From an optimization exercise on the open Yosys and OpenROAD flow, aimed at small area and a short achievable clock period; shortcuts taken in it are not production practice. Only simulation tests tie the RTL to the original design; equivalence was not proved. Power is estimated from default activity; no workload was simulated.

// antibuee_proto
module antibuee_proto (
    input              clk,
    input              rst,           
    input              ev_valid,
    input      [2:0]   ev_kind,       
    input      [7:0]   ev_op,         
    input      [7:0]   ev_data,       
    input              ev_wr_ok,      
    output reg         resp_valid,
    output reg [1:0]   resp_code,     
    output reg         tx_valid,
    output reg         tx_two,
    output     [7:0]   tx_b0,
    output reg [7:0]   tx_b1,
    output reg         ack_valid,
    output     [7:0]   ack_cmd,
    output             ack_success,
    output reg [3:0]   ack_reason,
    output reg         unk_valid,
    output     [6:0]   raw_len,
    output     [511:0] raw_bytes,
    output reg         stat_valid,
    output     [223:0] stat_m,
    output     [29:0]  stat_s,
    output     [15:0]  stat_ts,
    output reg         terr_valid,
    output     [7:0]   terr_op,
    output reg         conn_valid,
    output             conn_state
);
For scale: roughly 860 I/O pins.
==> flow/config.mk <==
export PLATFORM = sky130hd
export DESIGN_NAME = antibuee_proto
export DESIGN_NICKNAME = antibuee_proto
export VERILOG_FILES = /design/flow/design.v
export SDC_FILE = /design/flow/constraint.sdc
export NUM_CORES = 4
export LEC_CHECK = 0
export CAP_MARGIN = 20
export CORE_MARGIN = 2
export CORE_UTILIZATION = 40
export SLEW_MARGIN = 20
==> flow/constraint.sdc <==
create_clock -name core_clock -period 12.0 [get_ports {clk}]
set_input_delay 2.4000 -clock core_clock [delete_from_list [all_inputs] [get_ports {clk}]]
set_output_delay 2.4000 -clock core_clock [all_outputs]
set_load 0.01 [all_outputs]
standard.sh (not shown) runs the stock make flow with config.mk's settings and CLKGATE_MAP_FILE= SYNTH_SCRIPT=/design/flow/synth_recipe.tcl, a recipe that flattens the netlist after the stock synthesis.
==> flow/flow/run.sh <==
#!/bin/bash
# Standard ORFS layout, with the port buffers made of the smallest buffer cell,
# clock tree synthesis without dummy loads, and timing repair aiming at a
# shorter period than the constraint (the constraint itself is unchanged).
set -euo pipefail
cd "$(dirname "$0")/.."
export BUFFER_PORTS_ARGS="-buffer_cell sky130_fd_sc_hd__buf_1"
export CTS_ARGS="-sink_clustering_enable -repair_clock_nets -dont_use_dummy_load -buf_list sky130_fd_sc_hd__clkbuf_16 -sink_clustering_size 24 -sink_clustering_max_diameter 100"
export SETUP_SLACK_MARGIN=8.3
bash standard.sh > orfs_make.log 2>&1
The first run passed the timing, design-rule and antenna checks.
Next try:
--- a/flow/design.v
+++ b/flow/design.v
@@ -47,24 +47,25 @@
     reg [1:0]  phase;
     reg [6:0]  len_q;         
     reg        len_clr;       
     wire [6:0] len = len_clr ? 7'd0 : len_q;
     reg [7:0]  buf_mem [0:63];
     reg        sf_stat;       
     reg        sf_ok;         
     reg [2:0]  sf_idx;        
     reg        sf_neg;        
     reg [1:0]  sf_fst;        
     reg        sf_shp;        
     reg        sf_pdv;        
+    reg [3:0]  sf_pd;         
     reg [31:0] fm [0:6];      
     reg [5:0]  fs [0:4];      
     genvar gi;
     generate
         for (gi = 0; gi < 64; gi = gi + 1) begin : g_raw
             assign raw_bytes[8*gi +: 8] = buf_mem[gi];
         end
         for (gi = 0; gi < 7; gi = gi + 1) begin : g_m
             assign stat_m[32*gi +: 32] = fm[gi];
         end
         for (gi = 0; gi < 5; gi = gi + 1) begin : g_s
             assign stat_s[6*gi +: 6] = fs[gi];
@@ -261,25 +262,25 @@
     wire tick_to  = is_tick && timeout_due;
     wire resolve  = (complete && c_resolve) || rx_ovf || tick_to;
     wire unknown  = complete && !c_resolve;
     wire pl_char  = append && !first && ph_data && !b_close;
     always @(posedge clk) begin
         resp_valid <= 1'b0;
         tx_valid   <= 1'b0;
         ack_valid  <= 1'b0;
         unk_valid  <= 1'b0;
         stat_valid <= 1'b0;
         terr_valid <= 1'b0;
         conn_valid <= 1'b0;
-        tx_b1      <= (ev_op[2] && !ev_kind[0]) ? full_enc(ev_data[6:0]) : {4'h3, ev_data[3:0]};
+        tx_b1      <= ev_op[2] ? full_enc(ev_data[6:0]) : {4'h3, ev_data[3:0]};
         resp_code  <= !enc_ok ? R_INVALID :
                       !st_idle ? R_BUSY :
                       !(connected && ev_wr_ok) ? R_TRANSPORT : R_ACCEPTED;
         ack_reason <= tick_to ? RS_TIMEOUT : rx_ovf ? RS_OVERFLOW : c_reason;
         len_q      <= len + {6'd0, append};
         len_clr    <= 1'b0;
         if (!st_await)
             acnt <= 4'd0;
         else if (is_tick)
             acnt <= acnt + 4'd1;
         if (!st_boot || (is_tick && (hello_due || status_due)))
             bcnt <= 3'd0;
@@ -362,25 +363,24 @@
                 phase      <= PH_START;
                 if (connected)
                     conn_valid <= 1'b1;
             end
         end
     end
     integer i;
     always @(posedge clk) begin
         for (i = 0; i < 64; i = i + 1)
             if (len == i)
                 buf_mem[i] <= b;
     end
-    wire [3:0]  sf_pd = tx_b1[3:0];    
     function [31:0] bk_add(input [31:0] a, input [31:0] b);
         reg [31:0] g, p;
         integer l, i;
         begin
             g = a & b;
             p = a ^ b;
             for (l = 1; l < 32; l = l * 2)
                 for (i = 2 * l - 1; i < 32; i = i + 2 * l) begin
                     g[i] = g[i] | (p[i] & g[i-l]);
                     p[i] = p[i] & p[i-l];
                 end
             for (l = 8; l >= 1; l = l / 2)
@@ -390,24 +390,25 @@
         end
     endfunction
     wire [31:0] fm_x8  = {fm[6][28:0], 3'b000};
     wire [31:0] fm_x2  = {fm[6][30:0], 1'b0};
     wire [31:0] fm_d   = {{28{sf_neg}}, sf_pd ^ {4{sf_neg}}};
     wire [31:0] fm_cs  = fm_x8 ^ fm_x2 ^ fm_d;
     wire [31:0] fm_cc  = (fm_x8 & fm_x2) | (fm_x8 & fm_d) | (fm_x2 & fm_d);
     wire [31:0] fm_add = bk_add(fm_cs, {fm_cc[30:0], sf_neg});
     wire        fs_shift = sf_shp && ~(sf_idx[2] & (sf_idx[1] | sf_idx[0]));
     always @(posedge clk) begin
         sf_shp <= 1'b0;
         sf_pdv <= 1'b0;
+        sf_pd  <= b[3:0];
         if (first) begin
             sf_stat <= b_open;
             sf_ok   <= 1'b1;
             sf_idx  <= 3'd0;
             sf_neg  <= 1'b0;
             sf_fst  <= 2'b00;
         end else if (append && ph_ack && !b_marker) begin
             sf_ok <= 1'b0;
         end else if (pl_char) begin
             if (b_hash) begin
                 if (!sf_fst[0] || sf_idx == 3'd6)
                     sf_ok <= 1'b0;
After rerunning: Count of clock-buffer cells in the layout is lower by 1; core utilization rose by 0.28 points; synthesized area is about the same; worst setup slack got worse by 31 ps; clock power hardly moves; final area rose by 0.58%; sequential cell count is higher by 4; worst hold slack is better by 38 ps.

afterwards: timing with drivers on the ports:
No port has a modelled driver above. Below, the same layouts with a new extraction and two added sets of constraints.
Step 1, drivers: a clkbuf_16 drives clk and a buf_2 each remaining input, both assumed.
Step 2 moves the port delays by t, midway between the first and last clock arrival at a register: inputs arrive t later, outputs are due t later. That takes back most of the time a late clock gives input paths.
Slacks: ideal / step 1 / step 2; pairs: ideal / step 1.
run | t (ns) | setup WS [ns] | worst setup path after step 2 | worst register clock-pin slew, ns
the first run | 0.631 | 8.313 / 8.207 / 7.576 | input to register | 0.10 / 0.10
the second run | 0.638 | 8.282 / 8.144 / 7.506 | input to register | 0.10 / 0.10
After both steps every run listed still meets setup and hold. For the second run, which loses most, drivers alone change the setup slack by -0.138 ns; drivers and shift together by -0.776 ns.
